This is an optimization exercise on Yosys and OpenROAD, whose aim is small area, a short achievable clock period and few clock cycles, not a production implementation. Power and IR drop assume default switching activity.

== the previous run ==
## ssb_seqgen
module ssb_seqgen (
    input  wire        clk,
    input  wire        rst,           
    input  wire        start,
    input  wire [1:0]  op,
    input  wire [11:0] len,           
    input  wire [30:0] cinit,         
    input  wire [8:0]  nid1,          
    input  wire [1:0]  nid2,          
    input  wire [9:0]  ncell,         
    input  wire [5:0]  issb,          
    input  wire [6:0]  lmax,          
    input  wire        nhf,           
    output wire        ready,
    output wire        out_valid,
    output wire [31:0] out_data,
    input  wire        out_ready
);
Size in the first run: about 140 flip-flops, about 120 I/O pins.
==> flow/config.mk <==
export PLATFORM = sky130hd
export DESIGN_NAME = ssb_seqgen
export DESIGN_NICKNAME = ssb_seqgen
export VERILOG_FILES = /design/flow/design.v
export SDC_FILE = /design/flow/constraint.sdc
export NUM_CORES = 4
export LEC_CHECK = 0
export CAP_MARGIN = 20
export CORE_MARGIN = 2
export CORE_UTILIZATION = 40
export SLEW_MARGIN = 20
==> flow/constraint.sdc <==
create_clock -name core_clock -period 10.0 [get_ports {clk}]
set_input_delay 2.0000 -clock core_clock [delete_from_list [all_inputs] [get_ports {clk}]]
set_output_delay 2.0000 -clock core_clock [all_outputs]
set_load 0.01 [all_outputs]
standard.sh (not shown) runs the stock make flow with config.mk's settings and CLKGATE_MAP_FILE= SYNTH_SCRIPT=/design/flow/synth_recipe.tcl, a recipe that flattens the netlist after the stock synthesis.
==> flow/flow/run.sh <==
#!/bin/bash
# The standard layout (the standard.sh, unchanged synthesis), with
# repair_timing asked for extra setup margin so that the layout is
# optimised for a shorter achieved period. Each step's output is logged.
bash standard.sh synth > synth.log 2>&1
bash standard.sh SETUP_SLACK_MARGIN=7.0 finish > finish.log 2>&1
The previous run completed end to end with timing, DRC and antenna clean.
> inputs changed (the previous run -> the current run)
-- flow/design.v --
<<< the previous run, line 33
    reg         st_wa;                    
    reg         st_emit;                  
    reg  [1:0]  gop;
    reg  [30:0] x1, x2;
>>> the current run, line 33
    reg         st_wa;                    
    reg         st_emit;                  
    reg         st_clr;                   
    reg  [1:0]  gop;
    reg  [30:0] x1, x2;
<<< the previous run, line 172
    wire        dmrs  = gop[0];
    wire        short = (rem[11:5] == 7'd0);
    reg  [31:0] prsg_word;
    integer k;
    always @* begin
        for (k = 0; k < 32; k = k + 1)
            prsg_word[k] = cur[k] & (!short || (rem[4:0] > k));
    end
    reg         qi, qq;
    integer p;
    always @* begin
        qi = 1'b0;
        qq = 1'b0;
        for (p = 0; p < 16; p = p + 1)
            if (rem[4:1] == ((16 - p) & 15)) begin
                qi = cur[2*p];
                qq = cur[2*p+1];
            end
    end
    wire [31:0] dmrs_word = {qq ? M_QPSK : P_QPSK, qi ? M_QPSK : P_QPSK};
    wire [31:0] gold_word = dmrs ? dmrs_word : prsg_word;
>>> the current run, line 173
    wire        dmrs  = gop[0];
    wire        short = (rem[11:5] == 7'd0);
    wire [31:0] prsg_word = cur;
    wire [3:0]  psel = 4'd0 - rem[4:1];
    reg  [15:0] cur_i, cur_q;
    integer p;
    always @* begin
        for (p = 0; p < 16; p = p + 1) begin
            cur_i[p] = cur[2*p];
            cur_q[p] = cur[2*p+1];
        end
    end
    wire        qi = cur_i[psel];
    wire        qq = cur_q[psel];
    wire [31:0] dmrs_word = {qq ? M_QPSK : P_QPSK, qi ? M_QPSK : P_QPSK};
    wire [31:0] gold_word = dmrs ? dmrs_word : prsg_word;
<<< the previous run, line 239
    wire        gold_emit = st_emit && !seq_act && slot;
    wire        gold_done = gold_emit && g_last;
    wire        seq_load  = (st_start || st_spend) && op_seq && seq_free;
    wire        warm_end  = st_warm && !st_wa && x1 == X1_S352;
>>> the current run, line 235
    wire        gold_emit = st_emit && !seq_act && slot;
    wire        gold_done = gold_emit && g_last;
    wire        clr_go    = gold_done && !dmrs && short;     
    wire        clr_done  = st_clr && scnt[4:0] == 5'd31;
    wire        seq_load  = (st_start || st_spend) && op_seq && seq_free;
    wire        warm_end  = st_warm && !st_wa && x1 == X1_S352;
<<< the previous run, line 258
            idx1 <= (idx1 == 7'd126) ? 7'd0 : idx1 + 7'd1;
            scnt <= scnt + 7'd1;
        end
    end
>>> the current run, line 256
            idx1 <= (idx1 == 7'd126) ? 7'd0 : idx1 + 7'd1;
            scnt <= scnt + 7'd1;
        end else if (clr_go) begin
            scnt <= 7'd0;
        end else if (st_clr) begin
            scnt <= scnt + 7'd1;
        end
    end
<<< the previous run, line 270
            st_wa    <= 1'b0;
            st_emit  <= 1'b0;
        end else begin
            st_free  <= (st_free && !start) || (st_start && op_prsg && prsg_empty) ||
                        ((st_start || st_spend) && op_seq && seq_free) || gold_done;
            st_start <= st_free && start;
            st_spend <= (st_start || st_spend) && op_seq && !seq_free;
>>> the current run, line 272
            st_wa    <= 1'b0;
            st_emit  <= 1'b0;
            st_clr   <= 1'b0;
        end else begin
            st_free  <= (st_free && !start) || (st_start && op_prsg && prsg_empty) ||
                        ((st_start || st_spend) && op_seq && seq_free) ||
                        (gold_done && !clr_go) || clr_done;
            st_start <= st_free && start;
            st_spend <= (st_start || st_spend) && op_seq && !seq_free;
<<< the previous run, line 281
                        (st_wa && x1 != X1_S96);
            st_emit  <= warm_end || (st_emit && !gold_done);
        end
    end
>>> the current run, line 285
                        (st_wa && x1 != X1_S96);
            st_emit  <= warm_end || (st_emit && !gold_done);
            st_clr   <= clr_go || (st_clr && !clr_done);
        end
    end
<<< the previous run, line 312
            ovalid <= 1'b0;
        else
            ovalid <= seq_emit || gold_emit || (ovalid && !out_ready);
        if (seq_emit || gold_emit)
            odata <= seq_act ? seq_word : gold_word;
    end
endmodule
>>> the current run, line 317
            ovalid <= 1'b0;
        else
            ovalid <= seq_emit || (gold_emit && !clr_go) || clr_done || (ovalid && !out_ready);
        if (seq_emit || gold_emit)
            odata <= seq_act ? seq_word : gold_word;
        else if (st_clr)
            odata <= {odata[0] & (scnt[4:0] < rem[4:0]), odata[31:1]};
    end
endmodule
Notes after the runs:
- The current run has completed all stages; timing, DRC and antenna checks passed.
- In the current run, the non-clock buffer area fraction after layout came out 0.36 points below the value in the previous run.
- In the current run relative to the previous run, total of flip-flops plus latches after synthesis had gone up slightly.
- Cmp the current run vs the previous run: register-to-register slack lower in the current run
- Clock network fraction of design power down 0.7 points in the current run wrt the previous run
- For count of different cell masters after synthesis, dividing the value from the previous run by the value from the current run gives 1.20.
Function was not checked in any run of this note: the RTL went through the layout flow alone.

[re-timing with driven ports]
No port has a modelled driver above. Below, the same layouts with a new extraction and two added sets of constraints. Step 1 sets driving cells, clkbuf_16 on the clock port and buf_2 on the other inputs (assumed; they add their load-dependent delay and slew). Step 2 also shifts input and output timing later by t, the mid clock arrival at the registers, as if the neighbouring blocks saw the same clock. a / b / c = no drivers / after step 1 / after step 2; a / b = the first two.
| run | t, ns | setup slack, ns | worst setup path at the end |
|---|---|---|---|
| the previous run | 0.471 | 6.718 / 6.732 / 6.261 | input to register |
| the current run | 0.470 | 6.691 / 6.691 / 6.536 | input to register |
After both steps setup and hold are still met in every run listed. The setup slack of the previous run, which loses most, moves by +0.014 ns with the drivers and by -0.457 ns with both steps.
